Source: an optimization exercise on an open RTL-to-GDS flow (aim: a short achievable clock period and few clock cycles). Production flows keep margins and buffers that such runs may drop.
Function was checked by simulation only, so behaviour that the tests miss may differ from the original.
Power and IR drop assume default switching activity.

File: design/flow/run.sh
#!/bin/bash
# synth_recipe.tcl (not shown) runs the flow's synth.tcl, then flattens the netlist and writes it again
# the make line also repeats each setting of config.mk as NAME=value (left out here)
make -C /OpenROAD-flow-scripts/flow DESIGN_CONFIG=/design/flow/config.mk WORK_HOME=/design/flow/orfs CLKGATE_MAP_FILE= SYNTH_SCRIPT=/design/flow/synth_recipe.tcl finish
File: design/flow/config.mk
export PLATFORM = sky130hd
export DESIGN_NAME = isp_flash_programmer
export DESIGN_NICKNAME = isp_flash_programmer
export VERILOG_FILES = /design/flow/design.v
export SDC_FILE = /design/flow/constraint.sdc
export NUM_CORES = 4
export LEC_CHECK = 0
export ABC_CLOCK_PERIOD_IN_PS = 2400
export CAP_MARGIN = 20
export CORE_MARGIN = 2
export CORE_UTILIZATION = 40
export SETUP_SLACK_MARGIN = 2.6
export SLEW_MARGIN = 20
File: design/flow/constraint.sdc
create_clock -name core_clock -period 5.0 [get_ports {clk}]
set_input_delay 1.0000 -clock core_clock [delete_from_list [all_inputs] [get_ports {clk}]]
set_output_delay 1.0000 -clock core_clock [all_outputs]
set_load 0.01 [all_outputs]
File: design/flow/design.v
module isp_result_encoder (
    input  wire       c_inv,
    input  wire       c_tmo,
    input  wire       c_flt,
    output reg  [1:0] result
);
    localparam [1:0] R_SUCCESS = 2'd0,
                     R_TIMEOUT = 2'd1,
                     R_HWFAULT = 2'd2,
                     R_INVALID = 2'd3;
    always @(*) begin
        if (c_inv)
            result = R_INVALID;
        else if (c_tmo)
            result = R_TIMEOUT;
        else if (c_flt)
            result = R_HWFAULT;
        else
            result = R_SUCCESS;
    end
endmodule
module isp_flash_programmer (
    input  wire        clk,
    input  wire        rst,           
    input  wire        req_valid,
    output wire        req_ready,
    input  wire [2:0]  req_op,
    input  wire [31:0] req_addr,
    input  wire [31:0] req_arg,
    output wire        rsp_valid,
    input  wire        rsp_ready,
    output wire [1:0]  rsp_result,
    output wire [31:0] rsp_rdata,
    output wire [1:0]  rsp_verdict,
    output wire        busy,
    output wire        bus_en,
    output wire        bus_we,
    output wire [2:0]  bus_reg,
    output wire [31:0] bus_wdata,
    input  wire [31:0] bus_rdata
);
    localparam [2:0]      N_MAX                = 3'd4;
    localparam [31:0]     GO_VALUE             = 32'h0000_0001;
    localparam [31:0]     C_PAGE_ERASE         = 32'h0000_0022;
    localparam [31:0]     C_PAGE_ERASE_SPECIAL = 32'h0000_0022;
    localparam [31:0]     C_READ               = 32'h0000_0000;
    localparam [31:0]     C_PROGRAM            = 32'h0000_0021;
    localparam [31:0]     C_RUN_CKSUM          = 32'h0000_002D;
    localparam [31:0]     C_READ_CKSUM         = 32'h0000_000D;
    localparam [31:0]     C_RUN_ALL1           = 32'h0000_0028;
    localparam [31:0]     C_READ_ALL1          = 32'h0000_0008;
    localparam [31:0]     SPECIAL_ERASE_ADDR   = 32'h0020_0000;
    localparam [31:0]     ERASE_UNLOCK_KEY     = 32'h0055_AA03;
    localparam [31:0]     ALL1_YES             = 32'hA11F_FFFF;
    localparam [31:0]     ALL1_NO              = 32'hA110_0000;
    localparam [31:0]     SENTINEL             = 32'hFFFF_FFFF;
    localparam            BUSY_BIT             = 0;    
    localparam            FAIL_BIT             = 6;    
    localparam [2:0] OP_ERASE   = 3'd0,
                     OP_READ    = 3'd1,
                     OP_PROGRAM = 3'd2,
                     OP_CKSUM   = 3'd3,
                     OP_VERIFY  = 3'd4;
    localparam [2:0] REG_CMD     = 3'd0,
                     REG_ADDR    = 3'd1,
                     REG_DATA    = 3'd2,
                     REG_TRIG    = 3'd3,
                     REG_STATUS  = 3'd4,
                     REG_FAILCTL = 3'd5;
    localparam [1:0] V_NONE       = 2'd0,
                     V_ALLONES    = 2'd1,
                     V_NOTALLONES = 2'd2;
    localparam [1:0] R_SUCCESS = 2'd0,
                     R_TIMEOUT = 2'd1,
                     R_HWFAULT = 2'd2,
                     R_INVALID = 2'd3;
    function arg_ok_f(input [2:0] o, input [31:0] a, input [31:0] g);
        case (o)
            OP_ERASE:   arg_ok_f = (a[8:0] == 9'd0);
            OP_READ:    arg_ok_f = (a[1:0] == 2'd0);
            OP_PROGRAM: arg_ok_f = (a[1:0] == 2'd0);
            OP_CKSUM:   arg_ok_f = (a[8:0] == 9'd0) && (g[8:0] == 9'd0);
            OP_VERIFY:  arg_ok_f = (a[8:0] == 9'd0) && (g[8:0] == 9'd0);
            default:    arg_ok_f = 1'b0;
        endcase
    endfunction
    function [31:0] code0_f(input [2:0] o);
        case (o)
            OP_ERASE:   code0_f = C_PAGE_ERASE;    
            OP_READ:    code0_f = C_READ;
            OP_PROGRAM: code0_f = C_PROGRAM;
            OP_CKSUM:   code0_f = C_RUN_CKSUM;
            OP_VERIFY:  code0_f = C_RUN_ALL1;
            default:    code0_f = 32'd0;
        endcase
    endfunction
    reg s_idle, s_check, s_wcmd, s_waddr, s_wdata, s_trig, s_poll,
        s_rfail, s_cfail, s_rdata, s_vdata, s_resp;
    reg [2:0]  op;
    reg [31:0] addr;
    reg [31:0] arg;
    reg        phase;
    reg [2:0]  cnt;
    reg        fast_r;      
    reg        bad_r;       
    reg        ready_r;
    reg        busy_r;
    reg        en_r;
    reg        we_r;
    reg [2:0]  reg_r;
    reg [31:0] wdata_r;
    reg        v_r;
    reg        rdsel_r;
    reg [31:0] rdata_r;
    reg [1:0]  res_r;
    reg [1:0]  verdict_r;
    assign req_ready   = ready_r;
    assign busy        = busy_r;
    assign bus_en      = ~rst & (en_r | (fast_r & req_valid));
    assign bus_we      = we_r;
    assign bus_reg     = reg_r;
    assign bus_wdata   = wdata_r;
    assign rsp_valid   = v_r;
    assign rsp_rdata   = rdsel_r ? bus_rdata : rdata_r;
    assign rsp_verdict = verdict_r;
    isp_result_encoder u_enc (
        .c_inv  (res_r == R_INVALID),
        .c_tmo  (res_r == R_TIMEOUT),
        .c_flt  (res_r == R_HWFAULT),
        .result (rsp_result)
    );
    wire rd_busy = bus_rdata[BUSY_BIT];
    wire rd_fail = bus_rdata[FAIL_BIT];
    wire rd_yes  = (bus_rdata == ALL1_YES);
    wire rd_no   = (bus_rdata == ALL1_NO);
    wire rd_def  = rd_yes | rd_no;
    wire last    = (cnt == 3'd1);
    wire op_erase  = (op == OP_ERASE);
    wire op_read   = (op == OP_READ);
    wire op_prog   = (op == OP_PROGRAM);
    wire op_cksum  = (op == OP_CKSUM);
    wire op_verify = (op == OP_VERIFY);
    wire is_special  = (addr == SPECIAL_ERASE_ADDR);
    wire has_data    = (op_erase & is_special) | op_prog | ((op_cksum | op_verify) & ~phase);
    wire verify_read = op_verify & phase;
    wire two_phase   = (op_cksum | op_verify) & ~phase;       
    wire to_rdata    = op_read | (op_cksum & phase);           
    wire to_rfail    = op_erase | op_prog;                     
    wire ok_latched  = arg_ok_f(op, addr, arg);
    wire ok_req      = arg_ok_f(req_op, req_addr, req_arg);
    wire accept      = s_idle & req_valid;         
    wire answering   = s_cfail | s_rdata | s_resp;  
    wire done        = answering & rsp_ready;
    wire poll_busy = s_poll & rd_busy;
    wire poll_done = s_poll & ~rd_busy;
    wire n_idle  = rst | (s_idle & ~req_valid) | done;
    wire n_check = ~rst & accept & ~fast_r & ~bad_r;
    wire n_wcmd  = ~rst & ((s_check & ok_latched) | (poll_done & two_phase) |
                           (s_vdata & ~rd_def & ~last));
    wire n_waddr = ~rst & ((accept & fast_r) | s_wcmd);
    wire n_wdata = ~rst & s_waddr & has_data;
    wire n_trig  = ~rst & ((s_waddr & ~has_data) | s_wdata);
    wire n_poll  = ~rst & (s_trig | (poll_busy & ~last));
    wire n_rfail = ~rst & poll_done & to_rfail;
    wire n_cfail = ~rst & s_rfail & rd_fail;
    wire n_rdata = ~rst & poll_done & to_rdata;
    wire n_vdata = ~rst & poll_done & verify_read;
    wire n_resp  = ~rst & ((accept & bad_r) | (s_check & ~ok_latched) |
                           (poll_busy & last) | (s_rfail & ~rd_fail) |
                           (s_vdata & (rd_def | last)) | (answering & ~rsp_ready));
    always @(posedge clk) begin
        s_idle  <= n_idle;
        s_check <= n_check;
        s_wcmd  <= n_wcmd;
        s_waddr <= n_waddr;
        s_wdata <= n_wdata;
        s_trig  <= n_trig;
        s_poll  <= n_poll;
        s_rfail <= n_rfail;
        s_cfail <= n_cfail;
        s_rdata <= n_rdata;
        s_vdata <= n_vdata;
        s_resp  <= n_resp;
        ready_r <= n_idle;
        busy_r  <= ~n_idle;
        v_r     <= n_cfail | n_rdata | n_resp;
        rdsel_r <= n_rdata;
        en_r    <= n_wcmd | n_waddr | n_wdata | n_trig | n_poll |
                   n_rfail | n_cfail | n_rdata | n_vdata;
        fast_r  <= ~rst & done & req_valid &  ok_req;
        bad_r   <= ~rst & done & req_valid & ~ok_req;
    end
    always @(posedge clk) begin
        if (accept) begin
            op    <= req_op;
            addr  <= req_addr;
            arg   <= req_arg;
            phase <= 1'b0;
        end else if (poll_done & two_phase) begin
            phase <= 1'b1;
        end
        if (s_trig) begin
            if (!verify_read) cnt <= N_MAX;
        end else if (poll_done & two_phase) begin
            cnt <= N_MAX;
        end else if ((poll_busy & ~last) | (s_vdata & ~rd_def & ~last)) begin
            cnt <= cnt - 1'b1;
        end
    end
    always @(posedge clk) begin
        if (s_idle) begin                        
            we_r <= 1'b1; reg_r <= REG_ADDR;    wdata_r <= req_addr;
        end else if (s_check) begin              
            we_r <= 1'b1; reg_r <= REG_CMD;     wdata_r <= code0_f(op);
        end else if (s_wcmd) begin               
            we_r <= 1'b1; reg_r <= REG_ADDR;    wdata_r <= addr;
        end else if (s_waddr) begin              
            we_r <= 1'b1;
            if (has_data) begin
                reg_r <= REG_DATA; wdata_r <= op_erase ? ERASE_UNLOCK_KEY : arg;
            end else begin
                reg_r <= REG_TRIG; wdata_r <= GO_VALUE;
            end
        end else if (s_wdata) begin              
            we_r <= 1'b1; reg_r <= REG_TRIG;    wdata_r <= GO_VALUE;
        end else if (s_trig) begin               
            we_r <= 1'b0; reg_r <= REG_STATUS;
        end else if (s_poll) begin               
            wdata_r <= op_cksum ? C_READ_CKSUM : C_READ_ALL1;
            if (rd_busy) begin
                we_r <= 1'b0; reg_r <= REG_STATUS;
            end else if (two_phase) begin
                we_r <= 1'b1; reg_r <= REG_CMD;
            end else if (to_rfail) begin
                we_r <= 1'b0; reg_r <= REG_FAILCTL;
            end else begin
                we_r <= 1'b0; reg_r <= REG_DATA;
            end
        end else if (s_rfail) begin              
            we_r <= 1'b1; reg_r <= REG_FAILCTL; wdata_r <= bus_rdata;
        end else if (s_vdata) begin              
            we_r <= 1'b1; reg_r <= REG_CMD;     wdata_r <= C_READ_ALL1;
        end else begin                           
            we_r <= 1'b1; reg_r <= REG_CMD;     wdata_r <= code0_f(req_op);
        end
    end
    always @(posedge clk) begin
        if (accept) begin
            rdata_r   <= SENTINEL;
            verdict_r <= V_NONE;
            res_r     <= R_INVALID;
        end else begin
            if (s_rdata)
                rdata_r <= bus_rdata;
            if (s_check)
                res_r <= R_INVALID;
            else if (s_poll)
                res_r <= ~rd_busy ? R_SUCCESS : (verify_read ? R_HWFAULT : R_TIMEOUT);
            else if (s_rfail)
                res_r <= rd_fail ? R_HWFAULT : R_SUCCESS;
            else if (s_vdata) begin
                res_r     <= rd_def ? R_SUCCESS : R_HWFAULT;
                verdict_r <= {rd_no, rd_yes};
            end
        end
    end
endmodule
==> results of run 1 <==
## synthesized netlist by cell type (2+ instances only)
master	instances	area share, %
nand4_1	9	0.81
nand2_1	51	2.7
buf_4	4	0.43
nor3b_2	3	0.54
a211o_1	2	0.25
a22oi_1	21	2.3
dfxtp_1	58	17
or2_2	4	0.36
nor4b_1	5	0.63
inv_1	9	0.49
clkbuf_1	30	1.6
nor2b_1	6	0.54
or3_1	3	0.27
ha_1	2	0.36
o211a_1	2	0.29
a2111oi_0	2	0.25
nor3_2	2	0.29
and2_1	2	0.18
o21ai_1	26	1.9
buf_2	3	0.22
nor2_1	37	2.0
nor4_1	14	1.3
o31a_1	2	0.25
o21ai_0	13	0.93
edfxtp_1	102	44
mux2_2	32	5.2
a22o_1	27	3.4
nor3_1	19	1.4
o21bai_1	2	0.22
a211oi_1	2	0.22
a21oi_1	21	1.5
nand2b_1	36	3.2
o22ai_1	8	0.72
buf_1	3	0.16
o221ai_1	10	1.3
o21a_1	2	0.22
nor3b_1	3	0.32
nand3_1	2	0.14
a31oi_1	4	0.36
## power groups by stage
stage	clock, mW	combinational, mW	sequential, mW
final	1.29	0.318	1.50
after global routing	1.37	0.339	1.51
after CTS	1.31	0.311	1.50
after detailed placement	0	0.276	1.53
after global placement	0	0.273	1.53
after floorplan	0	0.0889	1.53
## through the flow
| stage | worst slack (ns) | std cells | power (mW) |
|---|---|---|---|
| after global placement | 1.54 | 968 | 1.80 |
| after detailed placement | 1.54 | 968 | 1.80 |
| after global routing | 2.47 | 1036 | 3.22 |
| final | 2.49 | 1037 | 3.11 |
| after floorplan | 2.61 | 599 | 1.62 |
| after CTS | 2.42 | 1029 | 3.12 |
## logic make-up (layout without fill, tap and decap cells)
group | after synthesis | in the layout | share of synthesized area, %
XOR/XNOR | 1 | 1 | 0.126
multiplexers | 33 | 33 | 5.32
buffers and inverters | 51 | 261 | 3.13
AO/OA/AOI/OAI | 151 | 153 | 15.1
adder cells (fa/ha/maj) | 2 | 2 | 0.359
flip-flops | 160 | 160 | 60.7
other | 0 | 1 | 0
AND/OR/NAND/NOR | 201 | 201 | 15.4
## routing by layer
metal  vias to the layer above  track usage [%]  share of wire (%)
met4                         0             7.41                1.6
met1                      2822             34.3                 46
met5                         -                0                  0
met3                        23             5.93                8.0
li1                       2665                -                  -
met2                       242             35.5                 45
## final timing paths
| check | endpoint | slack, ns | depth (start not counted) |
|---|---|---|---|
| max | rsp_rdata[0] | 2.49 | 3 |
| min | s_check$_DFF_P_ | 0.43 | 1 |
| max reg2reg | wdata_r[18]$_DFFE_PP_ | 2.71 | 8 |
| min reg2reg | s_check$_DFF_P_ | 0.43 | 1 |
## final cells by class
cell class,instances,area (um^2)
Antenna cell,1,2.50
Clock buffer,23,532
Clock inverter,9,63.8
Fill cell,1445,6870
Inverter,10,50.0
Multi-Input combinational cell,390,2780
Sequential cell,160,4230
Tap cell,225,282
Timing Repair Buffer,219,2360
## cells in the final DEF (no fill, tap or decap), types with 5 or more instances in the layout
cell | synthesis | final
mux2_4 | 0 | 32
nand4_1 | 9 | 9
o21ai_0 | 13 | 12
a21oi_1 | 21 | 20
a22oi_1 | 21 | 21
nor2_1 | 37 | 34
nand2_1 | 51 | 51
o21ai_1 | 26 | 25
buf_4 | 4 | 35
nor3_1 | 19 | 18
o221ai_1 | 10 | 10
clkdlybuf4s50_1 | 0 | 103
a22o_1 | 27 | 27
o22ai_1 | 8 | 8
edfxtp_1 | 102 | 102
nand2b_1 | 36 | 36
inv_1 | 9 | 9
dfxtp_1 | 58 | 55
nor4_1 | 14 | 13
buf_6 | 1 | 43
nor4b_1 | 5 | 5
clkbuf_16 | 0 | 21
buf_8 | 0 | 21
nor2b_1 | 6 | 6
## sequential cells by signal (all words and copies together) (netlist names), 2 cells and up
register and cells:
cnt 3, addr 32, wdata_r 32, reg_r 3, rdata_r 32, arg 32
verdict_r 2, res_r 2, op 3
## timing repair
action                                 in CTS  in global routing
gates cloned                                5                  1
buffers inserted                           24                  6
endpoints found under the hold margin       0                  0
pin swaps                                  10                  5
setup endpoints to repair                  78                 51
resized for setup                         459                 17
==> reports/metrics.cfg, run 1 <==
[min_path]
min_from=bad_r$_DFF_P_
worstHoldPathType=register to register

[timing]
fin_crit_sh_pct=50.1
slew_headroom_pct=41.0
setup_viol=0
worst_slew_pin_slew_ns=0.883
holdWs_ns=0.426
hold_viol=0
fmax_mhz=399
drv_slew=0
skew_ns=0.00672
period_minus_slack_ns=2.51
rsz0062_at_grt=true
fin_tns_setup_ns=0

[clock_tree]
insertion_delay_ns=0.42
numCtsBuffers=17
root_buffer=clkbuf_16
path_clk_slew_ns=0.06
clock_path_buffers=2
htreeDepth=4
clock_sinks=160
tritoncts=done
cts_hold_buf=0

[power_and_ir_drop]
p_switching_mw=0.702
seqPwrFrac_pct=48.3
peakVddDrop_v=0.000250
internal_power_mw=2.40
switching_share_pct=22.6
leakage_nw=3.80
pwr-share-clk_pct=41.4
power_frac_comb_pct=10.3
power_density_nw_per_um2=302

[global_routing]
grt_pass1_vias=5463
grt_max_degree=75
grt_pass1_wl_um=32700
grt_overflow=0
grt.total_usage_pct=23.9
antenna_found_initial=1

[worst_setup_path]
required_ns=4.00
cp_cell_sequence=buf_12 -> mux2_4 -> buf_6
r2r_start=op[1]$_DFFE_PP_
critPathTopFamily=multiplexers
path_buf_inv=2
setup.worst_path.class=input port to output port
slowest_delay_ns=0.27
worstSetupStartpoint=bus_rdata[0]
cpMaxStageDelayCell=mux2_4
critPathArrivalTime_ns=1.51
path_max_fanout=8
startpoint_type=input port
end_kind=output port

[drt]
wl_per_cell_um=21.3
drt_first_pass_iters=5
dr_total_vias=5752
drtIter0Drc=607
viasPerCell=5.55
routed_wl_um=22100
antenna_left=0
drcViolationCount=0

[placed_design]
gp_congestion=0.919
placed_cell_area_um2=8920
io_buffers=178
place_hpwl_um=14800

[floorplanning]
start_util_pct=40.5
die_area_um2=18500
pin_count=179
fp.dieH_um=136
die-width_um=136
coreArea_um2=17200
row_count=48

[synth]
synth.distinct_cells=55
syn-cell-area_um2=6960
ys.flop_type=edfxtp_1
ys_ff_latch=160
synth_area_per_cell_um2=11.6
async_flop_share_pct=0
synth-edff-count=102
syn_nets=704
syn_inst=599
yosys_warnings=2
yosysSeqAreaShare_pct=60.7

[status]
status=finished clean

[layout]
post-route-cell-area_um2=10300
fin_nets=903
drive_above_1_share_pct=25.2
fin_util_pct=60.0
area_growth_pct=47.9

[flow_run]
drv_cap=0

Testbench counts, summed over its fixed seeds: cycles 19,325.
==> run 2, diff against run 1 <==
--- a/design/flow/config.mk
+++ b/design/flow/config.mk
@@ -5,9 +5,9 @@
 export SDC_FILE = /design/flow/constraint.sdc
 export NUM_CORES = 4
 export LEC_CHECK = 0
-export ABC_CLOCK_PERIOD_IN_PS = 2400
+export ABC_CLOCK_PERIOD_IN_PS = 2000
 export CAP_MARGIN = 20
 export CORE_MARGIN = 2
 export CORE_UTILIZATION = 40
-export SETUP_SLACK_MARGIN = 2.6
+export SETUP_SLACK_MARGIN = 3.0
 export SLEW_MARGIN = 20
==> run 2 against run 1 <==
Sequential cell count is the same. Still clean. Worst hold slack gained 0.052 ns. Via count grew 5.4%. Maximum frequency grew 0.50%. Critical path depth is the same. Sequential share of layout area shrank 2.7 points. Die area is the same. Non-clock buffer count grew 47. Largest power group unchanged.
==> reports/metrics.cfg, run 2 <==
[worst_setup_path]
setup.worst_path.class=input port to output port
ff2ff_path_depth=7
path_max_fanout=3
reg2reg_setup_slack_ns=2.75
required_ns=4.00
startpoint_type=input port
end_kind=output port
cp-endpoint=rsp_rdata[27]
worstSetupStartpoint=bus_rdata[27]
critPathArrivalTime_ns=1.49
r2r_start=op[2]$_DFFE_PP_
r2r_end=en_r$_DFF_P_

[drt]
drt_first_pass_iters=5
wl_met1_um=10600
routed_wl_um=24300
drtIter0Drc=504
topRoutingLayerUsed=met5
antenna_left=0
viasPerCell=5.58
met2_length_um=11200
wl_per_cell_um=22.4
dr_total_vias=6065
met3_length_um=1980
drcViolationCount=0

[status]
status=finished clean

[layout]
final_common_cell=edfxtp_1
fin_util_pct=64.3
fin_nets=953
area_growth_pct=58.7
post-route-cell-area_um2=11100
final_cells=1087
drive_above_1_share_pct=41.7
final_cell_mix=edfxtp_1, buf_6, clkdlybuf4s50_1

[global_routing]
grt_pass1_wl_um=34900
grt_max_degree=38
grt.total_usage_pct=25.8
grt_pass1_vias=5960
antenna_found_initial=2
grt_overflow=0

[synth]
synth.distinct_cells=55
async_flop_share_pct=0
syn_inst=599
synth_top_area_share_pct=44.0
syn-cell-area_um2=6960
synthTopCellsByCount=edfxtp_1, dfxtp_1, nand2_1
ys.flop_type=edfxtp_1
yosys.cell_count.top_type=edfxtp_1
synth_top_cell_by_area=edfxtp_1
synth_area_per_cell_um2=11.6
syn_nets=704
ys_ff_latch=160
yosys_warnings=2
synth.area.top_cells=edfxtp_1, dfxtp_1, mux2_2
synth-edff-count=102
yosysSeqAreaShare_pct=60.7

[floorplanning]
die_area_um2=18500
fp.dieH_um=136
coreArea_um2=17200
die-width_um=136
start_util_pct=40.5
row_count=48
pin_count=179

[placed_design]
place_hpwl_um=15000
dp_cells=967
pre_cts_ws_ns=1.55
io_buffers=178
gp_congestion=0.861
placed_cell_area_um2=9010

[clock_tree]
clock_path_buffers=2
path_clk_slew_ns=0.06
clock_sinks=160
tritoncts=done
numCtsBuffers=17
cts_hold_buf=0
insertion_delay_ns=0.44
root_buffer=clkbuf_16
htreeDepth=4

[power_and_ir_drop]
leakage_nw=4.25
p_total_mw=3.14
power_density_nw_per_um2=284
peakVddDrop_v=0.000268

[timing]
slew_headroom_pct=59.3
rsz0062_at_grt=true
fin_tns_setup_ns=0
setup_viol=0
drv_slew=0
holdWs_ns=0.478
worst_slew_pin_slew_ns=0.609
skew_ns=0.0159
hold_viol=0
fin_ws_ns=2.51
fin_crit_sh_pct=49.9
period_minus_slack_ns=2.49
fmax_mhz=401

[flow_run]
drv_cap=0

[min_path]
hold_depth=1
worstHoldPathType=register to register

-- run 2: cell counts after synthesis --
Identical to the previous run, type by type.
-- run 2: report_power, final --
| part | total, mW | switching (mW) | leakage, nW | internal, mW |
|---|---|---|---|---|
| registers | 1.50 | 0.0295 | 1.50 | 1.47 |
| logic | 0.367 | 0.172 | 2.46 | 0.195 |
| clock network | 1.27 | 0.571 | 0.291 | 0.702 |
-- run 2: layer usage --
layer,up-vias,global-route usage (%)
li1,2778,-
met1,2968,35.8
met2,275,39.9
met3,42,7.08
met4,2,7.52
met5,-,0
-- run 2: logic make-up after synthesis --
group,count (synthesis),synth area share (%)
buffers and inverters,51,3.13
adder cells (fa/ha/maj),2,0.359
flip-flops,160,60.7
XOR/XNOR,1,0.126
multiplexers,33,5.32
AND/OR/NAND/NOR,201,15.4
AO/OA/AOI/OAI,151,15.1
-- run 2: worst min-delay path by stage --
stage	to	start	slack, ns
2_1_floorplan	res_r[1]$_SDFFE_PP1P_	res_r[1]$_SDFFE_PP1P_	0.44
3_3_place_gp	res_r[0]$_SDFFE_PP1P_	res_r[0]$_SDFFE_PP1P_	0.47
3_5_place_dp	res_r[0]$_SDFFE_PP1P_	res_r[0]$_SDFFE_PP1P_	0.48
4_1_cts	res_r[0]$_SDFFE_PP1P_	res_r[0]$_SDFFE_PP1P_	0.49
5_1_grt	res_r[0]$_SDFFE_PP1P_	res_r[0]$_SDFFE_PP1P_	0.49
6_report	res_r[0]$_SDFFE_PP1P_	res_r[0]$_SDFFE_PP1P_	0.48
-- run 2: timing repair --
item	4_1_cts	5_1_grt
setup endpoints to repair	229	120
cloned	7	2
pin swaps	50	42
gates resized for setup	719	42
buffers inserted	67	11
-- run 2: cell type report --
cell class / count / area (um^2)
fill: 1349 / 6130
sequential: 160 / 4240
multi-input combinational: 392 / 3180
timing repair buffer: 266 / 2700
clock buffer: 19 / 475
tap: 225 / 282
clock inverter: 13 / 95.1
inverter: 10 / 63.8
timing repair inverter: 1 / 16.3
antenna: 1 / 2.50
-- run 2: critical path, stage by stage --
cell,delay (ns)
buf_6,0.10
mux2_4,0.26
buf_6,0.12
==> run 3, diff against run 2 <==
--- a/design/flow/design.v
+++ b/design/flow/design.v
@@ -121,7 +121,7 @@
     assign bus_reg     = reg_r;
     assign bus_wdata   = wdata_r;
     assign rsp_valid   = v_r;
-    assign rsp_rdata   = rdsel_r ? bus_rdata : rdata_r;
+    assign rsp_rdata   = rdata_r | (bus_rdata & {32{rdsel_r}});
     assign rsp_verdict = verdict_r;
     isp_result_encoder u_enc (
         .c_inv  (res_r == R_INVALID),
@@ -250,7 +250,9 @@
             verdict_r <= V_NONE;
             res_r     <= R_INVALID;
         end else begin
-            if (s_rdata)
+            if (poll_done & to_rdata)
+                rdata_r <= 32'd0;
+            else if (s_rdata)
                 rdata_r <= bus_rdata;
             if (s_check)
                 res_r <= R_INVALID;
==> run 3 against run 2 <==
Worst hold slack worse by 0.017 ns. Clock skew decreased by 0.0077 ns. Wire length rose by 0.86%. Critical path type unchanged. Largest power group unchanged.
==> reports/metrics.cfg, run 3 <==
[status]
status=finished clean

[timing]
period_minus_slack_ns=2.40
fmax_mhz=417
setup_viol=0
hold_viol=0
fin_crit_sh_pct=48.0
drv_slew=0
fin_tns_setup_ns=0
rsz0062_at_grt=true
worst_slew_pin_slew_ns=0.611
skew_ns=0.00822
slew_headroom_pct=59.2

[layout]
fin_nets=979
fin_util_pct=63.5
nFillCells=1336
multi_input_area_um2=3280
regArea_um2=4230
final_cells=1113
post-route-cell-area_um2=11000
final_cell_mix=edfxtp_1, buf_2, o21ai_0
final_common_cell=edfxtp_1
area_growth_pct=54.8
drive_above_1_share_pct=34.6

[drt]
dr_total_vias=6493
wl_met1_um=10400
met2_length_um=11200
drtIter0Drc=805
drt_first_pass_iters=5
wl_per_cell_um=22.0
antenna_left=0
drcViolationCount=0
viasPerCell=5.83
met3_length_um=2420
routed_wl_um=24500
topRoutingLayerUsed=met4

[clock_tree]
path_clk_slew_ns=0.06
cts_hold_buf=0
numCtsBuffers=17
clock_sinks=160
insertion_delay_ns=0.43
clock_path_buffers=2
htreeDepth=4
tritoncts=done
root_buffer=clkbuf_16

[synth]
yosys.cell_count.top_type=edfxtp_1
async_flop_share_pct=0
synth-edff-count=102
ys_ff_latch=160
ys.flop_type=edfxtp_1
yosysSeqAreaShare_pct=59.6
synthTopCellsByCount=edfxtp_1, o21ai_0, dfxtp_1
syn-cell-area_um2=7090
yosys_warnings=2
synth.area.top_cells=edfxtp_1, dfxtp_1, o21ai_0
syn_nets=744
synth_area_per_cell_um2=11.1
synth_top_cell_by_area=edfxtp_1
synth_top_area_share_pct=43.2
syn_inst=639
synth.distinct_cells=63

[floorplanning]
start_util_pct=41.0
fp.dieH_um=137
row_count=48
die_area_um2=18800
coreArea_um2=17300
die-width_um=137
pin_count=179

[global_routing]
grt_max_degree=75
grt_overflow=0
grt_pass1_wl_um=36100
grt.total_usage_pct=25.8
antenna_found_initial=1
grt_pass1_vias=6310

[placed_design]
dp_cells=1003
placed_cell_area_um2=9120
io_buffers=178
place_hpwl_um=15400
gp_congestion=0.875

[power_and_ir_drop]
leakage_nw=4.04
p_total_mw=3.10
power_density_nw_per_um2=282
peakVddDrop_v=0.000237

[worst_setup_path]
path_max_fanout=4
startpoint_type=input port
cp_cell_sequence=buf_8 -> a21o_1 -> buf_6
end_kind=output port
cpMaxStageDelayCell=a21o_1
critPathArrivalTime_ns=1.40
setup.worst_path.class=input port to output port
required_ns=4.00
slowest_delay_ns=0.17
ff2ff_path_depth=6

[min_path]
worstHoldPathType=register to register
hold_depth=2

[flow_run]
drv_cap=0

-- run 3: cell count changes in the layout (fill, tap and decap cells not counted), sizes merged, moves of 20 or more --
cell and change:
a21o +31, a221oi +20, mux2 -32, mux2i +30, nand2b -31, o21ai +44
-- run 3: report_power, final --
| part | internal (mW) | switching, mW | total, mW |
|---|---|---|---|
| clock | 0.688 | 0.541 | 1.23 |
| sequential | 1.47 | 0.0327 | 1.50 |
| combinational | 0.186 | 0.182 | 0.367 |
-- run 3: kinds of logic (layout without fill, tap and decap cells) --
group / count (synthesis) / after routing / synth area share (%)
AO/OA/AOI/OAI: 218 / 218 / 20.2
XOR/XNOR: 2 / 2 / 0.247
adder cells (fa/ha/maj): 2 / 2 / 0.353
buffers and inverters: 61 / 309 / 3.58
flip-flops: 160 / 160 / 59.6
multiplexers: 31 / 31 / 4.38
other: 0 / 1 / 0
AND/OR/NAND/NOR: 165 / 165 / 11.7
-- run 3: cell type report --
type                       count  area share [%]
antenna                        1          0.0228
clock buffer                  20            3.98
clock inverter                12            1.00
inverter                      13           0.718
multi-input combinational    418            29.8
sequential                   160            38.6
tap                          225            2.56
timing repair buffer         262            23.1
timing repair inverter         2           0.171
-- run 3: path summary, 6_finish.rpt --
path / startpoint / endpoint / slack [ns]
min reg2reg: res_r[1]$_SDFFE_PP1P_ / res_r[1]$_SDFFE_PP1P_ / 0.46
max: bus_rdata[2] / rsp_rdata[2] / 2.60
max reg2reg: s_wcmd$_DFF_P_ / wdata_r[15]$_DFFE_PP_ / 2.82
min: res_r[1]$_SDFFE_PP1P_ / res_r[1]$_SDFFE_PP1P_ / 0.46
-- run 3: repair_timing --
action / in CTS / in global routing
endpoints found under the setup margin: 259 / 123
resized for setup: 629 / 71
setup buffers: 54 / 15
cloned: 6 / 2
pin swaps: 45 / 75
-- run 3: stage by stage --
step / hold WS (ns) / setup slack, ns
6_report: 0.462 / 2.60
5_1_grt: 0.489 / 2.59
4_1_cts: 0.478 / 2.58
3_5_place_dp: 0.462 / 1.55
3_3_place_gp: 0.454 / 1.56
2_1_floorplan: 0.423 / 2.54
-- run 3: layer usage --
layer | vias up | global-route usage, %
met1 | 3172 | 35.9
met4 | 0 | 8.48
li1 | 2922 | -
met3 | 41 | 7.56
met5 | - | 0
met2 | 358 | 38.6
-- run 3: worst max-delay path: cells and delay by family --
| family | cells | cell delay [ns] |
|---|---|---|
| buffers and inverters | 2 | 0.24 |
| AOI/OAI and AO/OA | 1 | 0.17 |
Testbench counts of run 3, summed over its fixed seeds: cycles 19,325.
==> run 4, diff against run 3 <==
--- a/design/flow/design.v
+++ b/design/flow/design.v
@@ -111,7 +111,7 @@
     reg [31:0] wdata_r;
     reg        v_r;
     reg        rdsel_r;
-    reg [31:0] rdata_r;
+    reg [31:0] rdata_n;
     reg [1:0]  res_r;
     reg [1:0]  verdict_r;
     assign req_ready   = ready_r;
@@ -121,7 +121,7 @@
     assign bus_reg     = reg_r;
     assign bus_wdata   = wdata_r;
     assign rsp_valid   = v_r;
-    assign rsp_rdata   = rdata_r | (bus_rdata & {32{rdsel_r}});
+    assign rsp_rdata   = ~(rdata_n & ~(bus_rdata & {32{rdsel_r}}));
     assign rsp_verdict = verdict_r;
     isp_result_encoder u_enc (
         .c_inv  (res_r == R_INVALID),
@@ -246,14 +246,14 @@
     end
     always @(posedge clk) begin
         if (accept) begin
-            rdata_r   <= SENTINEL;
+            rdata_n   <= ~SENTINEL;
             verdict_r <= V_NONE;
             res_r     <= R_INVALID;
         end else begin
             if (poll_done & to_rdata)
-                rdata_r <= 32'd0;
+                rdata_n <= 32'hFFFF_FFFF;
             else if (s_rdata)
-                rdata_r <= bus_rdata;
+                rdata_n <= ~bus_rdata;
             if (s_check)
                 res_r <= R_INVALID;
             else if (s_poll)
==> run 4 against run 3 <==
Final cell count rose by 7.5%. Sequential share of layout area decreased by 3.4 points. Count of clock-buffer cells in the layout fell by 3.
==> reports/metrics.cfg, run 4 <==
[status]
status=finished clean

[global_routing]
grt_max_degree=46
grt_pass1_vias=6669
antenna_found_initial=0
grt.total_usage_pct=28.2
grt_overflow=0
grt_pass1_wl_um=39000

[synth]
syn-cell-area_um2=7110
yosys.cell_count.top_type=nand2_1
syn_inst=677
synth_top_area_share_pct=43.1
yosys_warnings=2
yosysSeqAreaShare_pct=59.4
syn_nets=782
async_flop_share_pct=0
synth-edff-count=102
ys_ff_latch=160
synth.distinct_cells=61
ys.flop_type=edfxtp_1
synthTopCellsByCount=nand2_1, edfxtp_1, dfxtp_1
synth_top_cell_by_area=edfxtp_1
synth_area_per_cell_um2=10.5
synth.area.top_cells=edfxtp_1, dfxtp_1, nand2_1

[drt]
viasPerCell=5.74
antenna_left=0
drt_first_pass_iters=6
wl_per_cell_um=22.6
drtIter0Drc=613
routed_wl_um=27100
drcViolationCount=0
dr_total_vias=6872

[placed_design]
place_hpwl_um=16500
placed_cell_area_um2=9820
io_buffers=178
gp_congestion=0.913
dp_cells=1044

[clock_tree]
clock_path_buffers=2
htreeDepth=4
insertion_delay_ns=0.43
numCtsBuffers=17
tritoncts=done
clock_sinks=160
root_buffer=clkbuf_16
path_clk_slew_ns=0.07

[min_path]
worstHoldPathType=register to register

[layout]
diodes=0
fin_nets=1064
post-route-cell-area_um2=12000
fin_util_pct=69.3
drive_above_1_share_pct=42.4
final_cells=1197
final_common_cell=edfxtp_1
final_cell_mix=edfxtp_1, buf_4, buf_6
area_growth_pct=69.2

[power_and_ir_drop]
leakage_nw=4.37
peakVddDrop_v=0.000233
power_density_nw_per_um2=259

[worst_setup_path]
startpoint_type=register
required_ns=4.00
end_kind=output port
path_max_fanout=7
critPathArrivalTime_ns=1.47
setup.worst_path.class=register to output port

[timing]
fin_crit_sh_pct=49.4
period_minus_slack_ns=2.47
fmax_mhz=405
skew_ns=0.00960
hold_viol=0
rsz0062_at_grt=true
setup_viol=0
slew_headroom_pct=47.4
fin_tns_setup_ns=0
worst_slew_pin_slew_ns=0.790
drv_slew=0

[floorplanning]
row_count=48
die-width_um=137
fp.dieH_um=137
coreArea_um2=17400
die_area_um2=18900
pin_count=179
start_util_pct=41.0

[flow_run]
drv_cap=0

## run 4: cell count changes in the layout (fill, tap and decap cells not counted), sizes merged, moves of 18 or more
cell,change
a221o,+19
buf,+39
a31oi,+32
a221oi,-18
nand2,+65
mux2i,-30
a21o,-31
nand2b,+31
## run 4: path summary, 6_finish.rpt
path | startpoint | to | slack [ns] | cells past startpoint
hold / removal | bad_r$_DFF_P_ | s_check$_DFF_P_ | 0.42 | 1
setup reg to reg | op[2]$_DFFE_PP_ | wdata_r[12]$_DFFE_PP_ | 2.76 | 7
hold reg to reg | bad_r$_DFF_P_ | s_check$_DFF_P_ | 0.42 | 1
setup / recovery | s_rdata$_DFF_P_ | rsp_rdata[19] | 2.53 | 6
## run 4: what timing repair did
action,in CTS,in global routing
hold buffers,0,0
gates resized for setup,670,76
pin swaps,76,37
gates cloned,9,0
setup endpoints to repair,262,120
setup buffers,77,35
endpoints found under the hold margin,0,0
## run 4: per-layer routing
| metal | routed length (um) | up-vias | GRT usage, % |
|---|---|---|---|
| li1 | - | 3114 | - |
| met5 | 0 | - | 0 |
| met2 | 12700 | 359 | 43.4 |
| met3 | 2270 | 34 | 6.84 |
| met1 | 11600 | 3365 | 39.0 |
| met4 | 513 | 0 | 9.79 |
## run 4: power breakdown
group / leakage, nW / internal [mW] / switching [mW]
Clock: 0.267 / 0.689 / 0.569
Sequential: 1.49 / 1.47 / 0.0314
Combinational: 2.61 / 0.166 / 0.187
Total: 4.37 / 2.33 / 0.788
## run 4: cell type report
cell class,count,area (um^2)
multi-input combinational,465,3760
timing repair inverter,1,5.00
inverter,9,37.5
tap,225,282
sequential,160,4240
fill,1237,5320
clock buffer,17,425
timing repair buffer,305,3150
clock inverter,15,135
## run 4: kinds of logic after synthesis
| family | count (synthesis) | share of synthesized area, % |
|---|---|---|
| xor+xnor | 2 | 0.246 |
| fa+ha+maj | 2 | 0.352 |
| simple gates | 265 | 18.5 |
| mux | 1 | 0.141 |
| buf+inv | 55 | 3.66 |
| compound gates | 192 | 17.7 |
| flops | 160 | 59.4 |
## run 4: critical path, cell delays in order, from the launching register on
cell     delay [ns]
dfxtp_4        0.39
buf_8          0.15
buf_16         0.16
buf_12         0.11
nand2_8        0.04
nand2_4        0.07
buf_6          0.10
## run 4: metrics by stage
step	total power, mW	hold slack (ns)	setup WS [ns]
6_report	3.11	0.420	2.53
2_1_floorplan	1.64	0.394	2.62
5_1_grt	3.20	0.448	2.50
3_5_place_dp	1.84	0.415	1.51
4_1_cts	3.11	0.422	2.52
3_3_place_gp	1.84	0.416	1.51
Testbench counts of run 4, summed over its fixed seeds: cycles 19,325.
==> run 5, diff against run 4 <==
--- a/design/flow/design.v
+++ b/design/flow/design.v
@@ -203,7 +203,7 @@
             if (!verify_read) cnt <= N_MAX;
         end else if (poll_done & two_phase) begin
             cnt <= N_MAX;
-        end else if ((poll_busy & ~last) | (s_vdata & ~rd_def & ~last)) begin
+        end else if ((poll_busy | s_vdata) & ~last) begin
             cnt <= cnt - 1'b1;
         end
     end
--- a/design/flow/config.mk
+++ b/design/flow/config.mk
@@ -5,7 +5,7 @@
 export SDC_FILE = /design/flow/constraint.sdc
 export NUM_CORES = 4
 export LEC_CHECK = 0
-export ABC_CLOCK_PERIOD_IN_PS = 2000
+export ABC_CLOCK_PERIOD_IN_PS = 1000
 export CAP_MARGIN = 20
 export CORE_MARGIN = 2
 export CORE_UTILIZATION = 40
==> run 5 against run 4 <==
Power up 1.5%. Clock power about the same. Largest power group unchanged. Highest routed layer unchanged. Die area is 0.46% lower.
==> reports/metrics.cfg, run 5 <==
[synth]
ys.flop_type=edfxtp_1
synth.area.top_cells=edfxtp_1, dfxtp_1, nand2_1
yosysSeqAreaShare_pct=59.7
async_flop_share_pct=0
synth_top_cell_by_area=edfxtp_1
synth_area_per_cell_um2=10.4
synth-edff-count=102
syn_inst=682
synthTopCellsByCount=nand2_1, edfxtp_1, dfxtp_1, o21ai_0, a31oi_1
ys_ff_latch=160
yosys.cell_count.top_type=nand2_1
synth_top_area_share_pct=43.3
synth.distinct_cells=62
yosys_warnings=2
syn_nets=787
syn-cell-area_um2=7080

[placed_design]
placed_cell_area_um2=9820
place_hpwl_um=16700
io_buffers=178
gp_congestion=0.886

[timing]
skew_ns=0.0112
fin_tns_setup_ns=0
period_minus_slack_ns=2.49
worst_slew_pin_slew_ns=0.664
hold_viol=0
fin_crit_sh_pct=49.8
rsz0062_at_grt=true
setup_viol=0
fmax_mhz=402
slew_headroom_pct=55.7
drv_slew=0

[layout]
drive_above_1_share_pct=44.8
post-route-cell-area_um2=12200
area_growth_pct=71.9
nFillCells=1246
multi_input_area_um2=4080
regArea_um2=4240
final_cell_mix=edfxtp_1, buf_6, buf_4
final_common_cell=edfxtp_1
fin_nets=1065

[clock_tree]
path_clk_slew_ns=0.07
clock_sinks=160
root_buffer=clkbuf_16
cts_hold_buf=0
clock_path_buffers=2
numCtsBuffers=17
insertion_delay_ns=0.44
htreeDepth=4
tritoncts=done

[floorplanning]
pin_count=179
coreArea_um2=17300
die_area_um2=18800
row_count=48
fp.dieH_um=137
die-width_um=137
start_util_pct=40.9

[global_routing]
grt_overflow=0
grt_pass1_wl_um=40500
grt_pass1_vias=6763
grt.total_usage_pct=29.4
antenna_found_initial=0
grt_max_degree=82

[power_and_ir_drop]
peakVddDrop_v=0.000255
power_density_nw_per_um2=260
leakage_nw=4.34

[min_path]
worstHoldPathType=register to register

[drt]
drt_first_pass_iters=5
met2_length_um=13100
dr_total_vias=6989
met3_length_um=2730
routed_wl_um=28100
topRoutingLayerUsed=met4
drtIter0Drc=698
wl_per_cell_um=23.4
drcViolationCount=0
antenna_left=0
wl_met1_um=11600
viasPerCell=5.83

[worst_setup_path]
critPathArrivalTime_ns=1.49
path_max_fanout=7
end_kind=output port
required_ns=4.00
startpoint_type=register
setup.worst_path.class=register to output port

[flow_run]
drv_cap=0

[status]
status=finished clean

==> run 5: cell count changes in the layout (fill, tap and decap cells not counted), sizes merged, moves of 5 or more <==
cell,change
nand2,+6
o31ai,+6
a221oi,+21
nor2,-5
nor3,+6
a21oi,+5
dlymetal6s2s,-5
clkdlybuf4s50,+9
o21ai,-9
a22oi,-5
buf,-7
a221o,-18
==> run 5: logic make-up after synthesis <==
logic type	synth area share (%)
multiplexers	0.159
AO/OA/AOI/OAI	17.4
flip-flops	59.7
buffers and inverters	3.38
AND/OR/NAND/NOR	18.9
XOR/XNOR	0.124
adder cells (fa/ha/maj)	0.353
==> run 5: routing by layer <==
| metal | vias up | track usage (%) |
|---|---|---|
| met3 | 45 | 8.00 |
| met2 | 372 | 45.6 |
| met5 | - | 0 |
| met1 | 3433 | 40.5 |
| li1 | 3139 | - |
| met4 | 0 | 8.48 |
==> run 5: final timing paths <==
path	cells past startpoint	from	slack, ns	to
max reg2reg	8	op[0]$_DFFE_PP_	2.83	wdata_r[5]$_DFFE_PP_
min reg2reg	1	bad_r$_DFF_P_	0.47	s_check$_DFF_P_
max	6	s_rdata$_DFF_P_	2.51	rsp_rdata[10]
min	1	bad_r$_DFF_P_	0.47	s_check$_DFF_P_
==> run 5: worst max-delay path: stages (launching register included) <==
cell,delay [ns]
dfxtp_4,0.44
buf_4,0.16
buf_12,0.12
buf_6,0.11
nand2_8,0.04
nand2_4,0.06
buf_6,0.10
==> run 5: layout make-up <==
| type | instances | share of cell area, % |
|---|---|---|
| multi-input cells | 470 | 33.5 |
| well taps | 225 | 2.31 |
| clock inverters | 15 | 1.10 |
| repair buffers | 297 | 24.2 |
| inverters | 12 | 0.442 |
| repair inverters | 2 | 0.103 |
| clock buffers | 17 | 3.50 |
| flip-flops and latches | 160 | 34.8 |
| diodes | 1 | 0.0206 |
==> run 5: stage by stage <==
| step | cells | hold slack (ns) | setup slack (ns) | total power, mW | utilization (%) |
|---|---|---|---|---|---|
| floorplan | 682 | 0.399 | 2.62 | 1.65 | - |
| global placement | 1048 | 0.423 | 1.60 | 1.86 | 56.8 |
| detailed placement | 1048 | 0.427 | 1.58 | 1.86 | 56.8 |
| CTS | 1172 | 0.437 | 2.46 | 3.14 | 67.6 |
| global route | 1198 | 0.473 | 2.49 | 3.24 | 70.4 |
| finish | 1199 | 0.471 | 2.51 | 3.16 | 70.4 |
==> run 5: timing repair <==
item,CTS,global route
endpoints found under the setup margin,258,126
hold endpoints to repair,0,0
gates resized for setup,698,80
setup buffers,79,25
gates cloned,13,1
pin swaps,67,64
==> run 5: power by group <==
part / switching, mW / internal, mW
Combinational: 0.213 / 0.175
Clock: 0.576 / 0.690
Sequential: 0.0363 / 1.47
Total: 0.825 / 2.34
Testbench counts of run 5, summed over its fixed seeds: cycles 19,325.
==> run 6, diff against run 5 <==
--- a/design/flow/design.v
+++ b/design/flow/design.v
@@ -110,8 +110,8 @@
     reg [2:0]  reg_r;
     reg [31:0] wdata_r;
     reg        v_r;
-    reg        rdsel_r;
-    reg [31:0] rdata_n;
+    reg [31:0] rd_a;
+    reg [31:0] rd_b;
     reg [1:0]  res_r;
     reg [1:0]  verdict_r;
     assign req_ready   = ready_r;
@@ -121,7 +121,7 @@
     assign bus_reg     = reg_r;
     assign bus_wdata   = wdata_r;
     assign rsp_valid   = v_r;
-    assign rsp_rdata   = ~(rdata_n & ~(bus_rdata & {32{rdsel_r}}));
+    assign rsp_rdata   = (bus_rdata | rd_b) & rd_a;
     assign rsp_verdict = verdict_r;
     isp_result_encoder u_enc (
         .c_inv  (res_r == R_INVALID),
@@ -184,7 +184,6 @@
         ready_r <= n_idle;
         busy_r  <= ~n_idle;
         v_r     <= n_cfail | n_rdata | n_resp;
-        rdsel_r <= n_rdata;
         en_r    <= n_wcmd | n_waddr | n_wdata | n_trig | n_poll |
                    n_rfail | n_cfail | n_rdata | n_vdata;
         fast_r  <= ~rst & done & req_valid &  ok_req;
@@ -246,14 +245,17 @@
     end
     always @(posedge clk) begin
         if (accept) begin
-            rdata_n   <= ~SENTINEL;
+            rd_a      <= SENTINEL;
+            rd_b      <= SENTINEL;
             verdict_r <= V_NONE;
             res_r     <= R_INVALID;
         end else begin
-            if (poll_done & to_rdata)
-                rdata_n <= 32'hFFFF_FFFF;
-            else if (s_rdata)
-                rdata_n <= ~bus_rdata;
+            if (s_poll & to_rdata)             
+                rd_b <= {32{rd_busy}};
+            else if (s_rdata) begin
+                rd_a <= bus_rdata;
+                rd_b <= bus_rdata;
+            end
             if (s_check)
                 res_r <= R_INVALID;
             else if (s_poll)
==> run 6 against run 5 <==
Still clean. Register-to-register slack improved by 0.09 ns. Count of clock-buffer cells in the layout up 5. Non-clock buffer count shrank 26.
==> reports/metrics.cfg, run 6 <==
[timing]
skew_ns=0.0120
rsz0062_at_grt=true
slew_headroom_pct=54.1
fin_tns_setup_ns=0
fmax_mhz=412
drv_slew=0
hold_viol=0
period_minus_slack_ns=2.43
fin_crit_sh_pct=48.6
worst_slew_pin_slew_ns=0.689
setup_viol=0

[synth]
ys.flop_type=edfxtp_1
syn_inst=832
async_flop_share_pct=0
synth-edff-count=102
synth.area.top_cells=edfxtp_1, dfxtp_1, nand2_1
synthTopCellsByCount=nand2_1, edfxtp_1, dfxtp_1
syn_nets=937
synth_area_per_cell_um2=10.2
yosys.cell_count.top_type=nand2_1
yosys_warnings=2
synth.distinct_cells=63
synth_top_cell_by_area=edfxtp_1
ys_ff_latch=192
syn-cell-area_um2=8510
synth_top_area_share_pct=36.0
yosysSeqAreaShare_pct=57.2

[clock_tree]
clock_sinks=192
cts_hold_buf=0
numCtsBuffers=17
tritoncts=done
clock_path_buffers=2
insertion_delay_ns=0.44
root_buffer=clkbuf_16
htreeDepth=4
path_clk_slew_ns=0.07

[worst_setup_path]
end_kind=output port
reg2reg_setup_slack_ns=2.92
path_max_fanout=2
r2r_start=op[2]$_DFFE_PP_
setup.worst_path.class=input port to output port
r2r_end=wdata_r[8]$_DFFE_PP_
required_ns=4.00
critPathArrivalTime_ns=1.43
ff2ff_path_depth=9
startpoint_type=input port

[drt]
antenna_left=0
viasPerCell=5.77
drtIter0Drc=721
drt_first_pass_iters=5
routed_wl_um=30000
drcViolationCount=0
dr_total_vias=7821
wl_per_cell_um=22.1

[min_path]
worstHoldPathType=register to register
whs_endpoint=verdict_r[0]$_SDFFE_PP0P_
min_from=verdict_r[0]$_SDFFE_PP0P_
hold_depth=2

[power_and_ir_drop]
p_total_mw=3.54
peakVddDrop_v=0.000229
leakage_nw=4.71
power_density_nw_per_um2=288

[floorplanning]
die_area_um2=22500
die-width_um=150
pin_count=179
row_count=53
coreArea_um2=21000
start_util_pct=40.6
fp.dieH_um=150

[global_routing]
top_usage_layer=met2
grt_pass1_wl_um=43600
grtUsageMet2_pct=39.0
grt_use_met1_pct=37.4
antenna_found_initial=3
grt_pass1_vias=7256
grt_max_degree=63
grt.total_usage_pct=25.8
grt_overflow=0
grt_use_met3_pct=5.61

[placed_design]
place_hpwl_um=18100
gp_congestion=0.856
placed_cell_area_um2=10600
io_buffers=178

[layout]
regArea_um2=4880
final_common_cell=nand2_1
fin_nets=1168
nFillCells=1840
post-route-cell-area_um2=12300
area_growth_pct=44.4
multi_input_area_um2=3780
final_cell_mix=nand2_1, edfxtp_1, dfxtp_1
drive_above_1_share_pct=32.5

[status]
status=finished clean

[flow_run]
drv_cap=0

run 6: worst max-delay path by stage:
stage | start | to | slack (ns) | depth (start not counted)
after floorplan | req_valid | v_r$_DFF_P_ | 2.14 | 6
after global placement | req_valid | en_r$_DFF_P_ | 1.49 | 7
after detailed placement | bus_rdata[0] | rsp_rdata[0] | 1.52 | 3
after CTS | bus_rdata[30] | rsp_rdata[30] | 2.56 | 3
after global routing | bus_rdata[30] | rsp_rdata[30] | 2.56 | 3
final | bus_rdata[30] | rsp_rdata[30] | 2.57 | 3
run 6: timing repair:
item / 4_1_cts / 5_1_grt
setup buffers: 58 / 20
pin swaps: 59 / 93
gates resized for setup: 626 / 79
hold endpoints to repair: 0 / 0
gates cloned: 5 / 3
setup endpoints to repair: 287 / 129
run 6: metal layers:
metal,vias up,part of all wire (%)
met1,3797,43
met2,389,46
met3,45,8.5
li1,3588,-
met4,2,2.1
met5,-,0.017
run 6: cell type report:
type | instances | share of cell area, %
antenna | 4 | 0.0815
clock buffer | 22 | 4.03
clock inverter | 10 | 0.794
inverter | 48 | 1.50
multi-input combinational | 532 | 30.8
sequential | 192 | 39.7
tap | 275 | 2.80
timing repair buffer | 271 | 20.3
timing repair inverter | 1 | 0.0407
run 6: per-stage QoR:
stage	utilization (%)	setup slack (ns)	hold WS, ns	std cells
6_report	58.6	2.57	0.465	1355
5_1_grt	58.6	2.56	0.474	1353
4_1_cts	56.2	2.56	0.455	1328
3_5_place_dp	50.4	1.52	0.443	1233
3_3_place_gp	50.4	1.49	0.451	1233
2_1_floorplan	-	2.14	0.399	832
run 6: kinds of logic (layout without fill, tap and decap cells):
group,after synthesis,count (layout),share of synthesized area [%]
other cells,0,4,0
xor+xnor,1,1,0.103
buf+inv,110,352,5.34
mux,1,1,0.118
compound gates,295,295,24.3
simple gates,231,233,12.7
fa+ha+maj,2,2,0.294
flops,192,192,57.2
run 6: worst max-delay path: stages:
cell,delay (ns)
buf_8,0.10
o21a_1,0.18
buf_2,0.14
run 6: power by group:
group / switching, mW / internal, mW / total [mW] / leakage, nW
Combinational: 0.207 / 0.188 / 0.395 / 2.66
Sequential: 0.0297 / 1.73 / 1.76 / 1.76
Clock: 0.625 / 0.763 / 1.39 / 0.293
Testbench counts of run 6, summed over its fixed seeds: cycles 19,325.
==> run 7, diff against run 6 <==
--- a/design/flow/design.v
+++ b/design/flow/design.v
@@ -110,8 +110,8 @@
     reg [2:0]  reg_r;
     reg [31:0] wdata_r;
     reg        v_r;
-    reg [31:0] rd_a;
-    reg [31:0] rd_b;
+    reg [31:0] rd_x;
+    reg [31:0] rd_y;
     reg [1:0]  res_r;
     reg [1:0]  verdict_r;
     assign req_ready   = ready_r;
@@ -121,7 +121,7 @@
     assign bus_reg     = reg_r;
     assign bus_wdata   = wdata_r;
     assign rsp_valid   = v_r;
-    assign rsp_rdata   = (bus_rdata | rd_b) & rd_a;
+    assign rsp_rdata   = ~(rd_y & ~(bus_rdata & rd_x));
     assign rsp_verdict = verdict_r;
     isp_result_encoder u_enc (
         .c_inv  (res_r == R_INVALID),
@@ -245,16 +245,16 @@
     end
     always @(posedge clk) begin
         if (accept) begin
-            rd_a      <= SENTINEL;
-            rd_b      <= SENTINEL;
+            rd_x      <= SENTINEL;
+            rd_y      <= ~SENTINEL;
             verdict_r <= V_NONE;
             res_r     <= R_INVALID;
         end else begin
             if (s_poll & to_rdata)             
-                rd_b <= {32{rd_busy}};
+                rd_y <= {32{~rd_busy}};
             else if (s_rdata) begin
-                rd_a <= bus_rdata;
-                rd_b <= bus_rdata;
+                rd_x <= bus_rdata;
+                rd_y <= ~bus_rdata;
             end
             if (s_check)
                 res_r <= R_INVALID;
--- a/design/flow/config.mk
+++ b/design/flow/config.mk
@@ -5,7 +5,7 @@
 export SDC_FILE = /design/flow/constraint.sdc
 export NUM_CORES = 4
 export LEC_CHECK = 0
-export ABC_CLOCK_PERIOD_IN_PS = 1000
+export ABC_CLOCK_PERIOD_IN_PS = 2000
 export CAP_MARGIN = 20
 export CORE_MARGIN = 2
 export CORE_UTILIZATION = 40
==> run 7 against run 6 <==
Global-route usage increased by 0.16 points. Clock power decreased by 4%. Synthesized cell count increased by 1.6%. Maximum frequency increased by 1.5%. Setup slack improved by 0.037 ns. Critical path depth increased by 1. First-iteration DRC count decreased by 6.1%. Clock skew about the same. Non-clock buffer count increased by 1. Critical path type unchanged. Critical endpoint is now bus_en.
==> reports/metrics.cfg, run 7 <==
[power_and_ir_drop]
switching_share_pct=25.2
internal_power_mw=2.63
peakVddDrop_v=0.000240
leakage_nw=5.12
seqPwrFrac_pct=49.8
power_density_nw_per_um2=274
p_switching_mw=0.889
power_frac_comb_pct=12.1
pwr-share-clk_pct=38.1

[synth]
synth.area.top_cells=edfxtp_1, dfxtp_1, nand2_1
syn_inst=845
async_flop_share_pct=0
synth-edff-count=102
yosys_warnings=2
syn-cell-area_um2=8240
synth_area_per_cell_um2=9.75
ys.flop_type=edfxtp_1
synth.distinct_cells=60
synth_top_area_share_pct=37.2
synthTopCellsByCount=nand2_1, edfxtp_1, dfxtp_1
ys_ff_latch=192
yosys.cell_count.top_type=nand2_1
synth_top_cell_by_area=edfxtp_1
syn_nets=950
yosysSeqAreaShare_pct=59.1

[min_path]
whs_endpoint=s_check$_DFF_P_
hold_depth=1
min_from=bad_r$_DFF_P_
worstHoldPathType=register to register

[timing]
fmax_mhz=418
hold_viol=0
worst_slew_pin_slew_ns=0.680
drv_slew=0
setup_viol=0
slew_headroom_pct=54.7
fin_crit_sh_pct=47.8
period_minus_slack_ns=2.39
rsz0062_at_grt=true
skew_ns=0.0124
fin_tns_setup_ns=0

[placed_design]
dp_cells=1246
gp_congestion=0.926
io_buffers=178
place_hpwl_um=17900

[layout]
fin_nets=1186
final_cell_mix=nand2_1, edfxtp_1, dfxtp_1
final_common_cell=nand2_1
diodes=0
final_cells=1364
area_growth_pct=56.1
drive_above_1_share_pct=36.4

[worst_setup_path]
critPathTopFamily=buffers and inverters
cp_cell_sequence=buf_12 -> a21oi_4 -> nor2_4 -> buf_6
path_buf_inv=2
startpoint_type=input port
reg2reg_setup_slack_ns=2.88
critPathArrivalTime_ns=1.39
slowest_delay_ns=0.14
cpMaxStageDelayCell=a21oi_4
r2r_end=v_r$_DFF_P_
end_kind=output port
ff2ff_path_depth=6
required_ns=4.00
crit_cells=4
setup.worst_path.class=input port to output port
r2r_start=arg[8]$_DFFE_PP_
path_max_fanout=2

[floorplanning]
die_area_um2=21800
coreArea_um2=20200
start_util_pct=40.7
die-width_um=148
row_count=52
fp.dieH_um=148
pin_count=179

[status]
status=finished clean

[global_routing]
grt_pass1_vias=6951
grt_max_degree=69
grt.total_usage_pct=26.0
grt_pass1_wl_um=42700
antenna_found_initial=2
grt_overflow=0

[clock_tree]
clock_sinks=192
numCtsBuffers=17
insertion_delay_ns=0.44
clock_path_buffers=2
path_clk_slew_ns=0.07
root_buffer=clkbuf_16
htreeDepth=4
tritoncts=done
cts_hold_buf=0

[drt]
routed_wl_um=29800
wl_per_cell_um=21.8
dr_total_vias=7569
drcViolationCount=0
drt_first_pass_iters=7
viasPerCell=5.55
antenna_left=0
drtIter0Drc=677

[flow_run]
drv_cap=0

-- run 7: cell types whose count changed after synthesis, moves of 24 or more --
| cell | before | now |
|---|---|---|
| nand2_1 | 119 | 213 |
| inv_1 | 47 | 10 |
| o21ai_0 | 11 | 46 |
| o21a_1 | 34 | 1 |
| o211ai_1 | 33 | 3 |
| o22ai_1 | 35 | 8 |
| nand3_1 | 14 | 38 |
-- run 7: through the flow --
step / cell area (um^2) / worst slack (ns) / hold slack [ns] / power [mW] / util [%]
after floorplan: 8870 / 2.16 / 0.419 / 1.92 / -
after global placement: 10800 / 1.58 / 0.434 / 2.13 / 53.2
after detailed placement: 10800 / 1.55 / 0.438 / 2.13 / 53.2
after CTS: 12200 / 2.58 / 0.448 / 3.50 / 60.3
after global routing: 12900 / 2.60 / 0.480 / 3.62 / 63.5
final: 12900 / 2.61 / 0.447 / 3.52 / 63.5
-- run 7: cell type report --
type | instances | area (um^2)
clock buffers | 19 | 433
clock inverters | 13 | 135
fillers | 1617 | 7380
inverters | 12 | 52.6
multi-input cells | 586 | 4130
flip-flops and latches | 192 | 4880
well taps | 270 | 338
repair buffers | 272 | 2890
-- run 7: cells by family (layout without fill, tap and decap cells) --
| kind of cell | Yosys count | after routing | synth area share (%) |
|---|---|---|---|
| DFF | 192 | 192 | 59.1 |
| AOI/OAI and AO/OA | 222 | 223 | 17.3 |
| and+or+nand+nor | 359 | 360 | 19.7 |
| xor gates and xnor gates | 1 | 1 | 0.106 |
| adders and majority gates | 2 | 2 | 0.304 |
| buffers and inverters | 69 | 316 | 3.46 |
-- run 7: how the worst max path moves through the flow --
| stage | from | endpoint |
|---|---|---|
| finish | req_valid | bus_en |
| global route | req_valid | bus_en |
| CTS | req_valid | bus_en |
| detailed placement | bus_rdata[0] | rsp_rdata[0] |
| global placement | rst | bus_en |
| floorplan | req_valid | v_r$_DFF_P_ |
-- run 7: routing by layer --
layer	wire length, um	track usage, %
met5	12	0
met4	590	6.78
met3	2380	6.08
met2	13700	38.5
met1	13100	38.4
-- run 7: timing repair --
action / 4_1_cts / 5_1_grt
setup endpoints to repair: 293 / 177
buffers inserted: 52 / 26
pin swaps: 51 / 37
gates cloned: 2 / 6
resized for setup: 704 / 76
-- run 7: power by group through the flow --
stage / registers [mW] / logic (mW) / clock network [mW]
CTS: 1.75 / 0.397 / 1.35
global route: 1.76 / 0.449 / 1.41
floorplan: 1.79 / 0.130 / 0
detailed placement: 1.80 / 0.330 / 0
finish: 1.75 / 0.426 / 1.34
global placement: 1.80 / 0.329 / 0
Testbench counts of run 7, summed over its fixed seeds: cycles 19,325.
==> run 8, diff against run 7 <==
--- a/design/flow/config.mk
+++ b/design/flow/config.mk
@@ -9,5 +9,5 @@
 export CAP_MARGIN = 20
 export CORE_MARGIN = 2
 export CORE_UTILIZATION = 40
-export SETUP_SLACK_MARGIN = 3.0
+export SETUP_SLACK_MARGIN = 2.7
 export SLEW_MARGIN = 20
==> run 8 against run 7 <==
Wire length down 6.1%. Via count fell by 3.0%. Global-route usage fell by 0.70 points. Count of clock-buffer cells in the layout is 2 lower. Sequential cell count unchanged. Synthesized area unchanged. Critical path type unchanged. Largest cell class unchanged.
==> reports/metrics.cfg, run 8 <==
[status]
status=finished clean

[drt]
dr_total_vias=7345
viasPerCell=5.49
drt_first_pass_iters=5
routed_wl_um=28000
drtIter0Drc=735
wl_per_cell_um=20.9
antenna_left=0
drcViolationCount=0

[floorplanning]
coreArea_um2=20200
fp.dieH_um=148
die_area_um2=21800
die-width_um=148
pin_count=179
row_count=52
start_util_pct=40.7

[synth]
ys.flop_type=edfxtp_1
yosys.cell_count.top_type=nand2_1
synth.distinct_cells=60
syn-cell-area_um2=8240
synth-edff-count=102
yosysSeqAreaShare_pct=59.1
syn_nets=950
synth_top_cell_by_area=edfxtp_1
synthTopCellsByCount=nand2_1, edfxtp_1, dfxtp_1
syn_inst=845
synth_area_per_cell_um2=9.75
async_flop_share_pct=0
yosys_warnings=2
synth.area.top_cells=edfxtp_1, dfxtp_1, nand2_1
synth_top_area_share_pct=37.2
ys_ff_latch=192

[clock_tree]
path_clk_slew_ns=0.07
clock_path_buffers=2
root_buffer=clkbuf_16
htreeDepth=4
clock_sinks=192
tritoncts=done
cts_hold_buf=0
insertion_delay_ns=0.44
numCtsBuffers=17

[worst_setup_path]
cp_cell_sequence=buf_8 -> a21oi_4 -> nor2_2 -> buf_2
end_kind=output port
required_ns=4.00
cpMaxStageDelayCell=buf_2
slowest_delay_ns=0.13
setup.worst_path.class=input port to output port
startpoint_type=input port
path_max_fanout=2
reg2reg_setup_slack_ns=2.73
critPathArrivalTime_ns=1.40

[layout]
final_cell_mix=nand2_1, edfxtp_1, dfxtp_1
drive_above_1_share_pct=24.2
diodes=0
final_cells=1337
post-route-cell-area_um2=11900
regArea_um2=4870
nFillCells=1746
multi_input_area_um2=3480
fin_nets=1159
area_growth_pct=44.0
final_common_cell=nand2_1

[power_and_ir_drop]
p_total_mw=3.47
leakage_nw=4.75
power_density_nw_per_um2=293
peakVddDrop_v=0.000219

[placed_design]
place_hpwl_um=17900
dp_cells=1248
io_buffers=178
gp_congestion=0.910
placed_cell_area_um2=10200

[global_routing]
grt_pass1_wl_um=41900
grt.total_usage_pct=25.3
grt_overflow=0
grtUsageMet2_pct=38.7
grt_max_degree=67
top_usage_layer=met2
grt_pass1_vias=6947
grt_use_met1_pct=37.0
grt_use_met3_pct=4.81
antenna_found_initial=0

[timing]
fin_tns_setup_ns=0
drv_slew=0
skew_ns=0.0130
hold_viol=0
worst_slew_pin_slew_ns=1.10
setup_viol=0
rsz0062_at_grt=true
fin_crit_sh_pct=48.0
slew_headroom_pct=26.6
period_minus_slack_ns=2.40
fmax_mhz=417

[min_path]
worstHoldPathType=register to register

[flow_run]
drv_cap=0

[run 8: cell counts after synthesis]
No cell type changed its count.
[run 8: per-layer routing]
layer	vias up	part of all wire (%)
met4	0	1.6
met1	3516	46
li1	3496	-
met5	-	0
met3	33	7.3
met2	300	45
[run 8: worst max-delay path: cells and delay by family]
kind / cells / cell delay, ns
buffers and inverters: 2 / 0.23
AOI/OAI and AO/OA: 1 / 0.12
and+or+nand+nor: 1 / 0.04
[run 8: final cells by class]
class	instances	area share [%]
Timing Repair Buffer	246	21.6
Inverter	12	0.411
Multi-Input combinational cell	585	29.3
Sequential cell	192	41.1
Tap cell	270	2.85
Clock inverter	15	1.21
Clock buffer	17	3.59
[run 8: path summary, 6_finish.rpt]
check,startpoint,endpoint,depth (start not counted)
max,req_valid,bus_en,4
min,bad_r$_DFF_P_,s_check$_DFF_P_,1
max reg2reg,phase$_SDFFE_PP0P_,wdata_r[30]$_DFFE_PP_,5
min reg2reg,bad_r$_DFF_P_,s_check$_DFF_P_,1
[run 8: where the power goes]
group          internal, mW  switching, mW  leakage [nW]  total [mW]
combinational         0.198          0.190          2.70       0.388
sequential             1.73         0.0274          1.75        1.75
clock                 0.680          0.654         0.290        1.33
[run 8: kinds of logic after synthesis]
kind of cell	count (synthesis)	share of synthesized area, %
simple gates	359	19.7
flops	192	59.1
compound gates	222	17.3
fa+ha+maj	2	0.304
xor+xnor	1	0.106
buf+inv	69	3.46
[run 8: through the flow]
stage / hold WS (ns) / worst slack, ns / util (%)
2_1_floorplan: 0.419 / 2.15 / -
6_report: 0.450 / 2.60 / 58.6
3_3_place_gp: 0.445 / 1.56 / 50.6
4_1_cts: 0.448 / 2.47 / 56.8
5_1_grt: 0.467 / 2.59 / 58.6
3_5_place_dp: 0.437 / 1.53 / 50.6
[run 8: what timing repair did]
| item | CTS | global route |
|---|---|---|
| gates cloned | 3 | 0 |
| buffers inserted | 43 | 11 |
| setup endpoints to repair | 188 | 92 |
| pin swaps | 69 | 5 |
| resized for setup | 502 | 73 |

[separate check: timing with driven ports]
In the flow no input, the clock included, has a driving cell. The finished layouts below were timed again as built, in two steps. Step 1, drivers: a clkbuf_16 drives clk and a buf_2 each remaining input, both assumed. Step 2 adds t to the input delays and takes it off the output delays; t is the mean of the earliest and latest rising clock arrival at the registers after step 1. Input paths then give back, and output paths get back, about the clock's delay inside the block. Three values: ideal, step 1, step 2; two values: the first two.
run	t (ns)	setup WS [ns]	hold WS [ns]	worst slew at a driven data input, ns
run 1	0.462	2.493 / 2.446 / 2.232	0.426 / 0.426 / 0.426	0.09
run 2	0.478	2.505 / 2.448 / 2.304	0.478 / 0.478 / 0.478	0.09
run 3	0.463	2.600 / 2.556 / 2.232	0.462 / 0.462 / 0.462	0.07
run 4	0.483	2.530 / 2.477 / 2.250	0.420 / 0.420 / 0.420	0.06
run 5	0.476	2.511 / 2.466 / 2.219	0.471 / 0.471 / 0.471	0.07
run 6	0.479	2.572 / 2.516 / 2.367	0.465 / 0.465 / 0.465	0.08
run 7	0.482	2.609 / 2.562 / 2.266	0.447 / 0.447 / 0.447	0.09
run 8	0.476	2.602 / 2.563 / 2.281	0.450 / 0.450 / 0.450	0.11
After both steps every run listed still meets setup and hold. For run 3, which loses most, drivers alone change the setup slack by -0.044 ns; drivers and shift together by -0.368 ns.
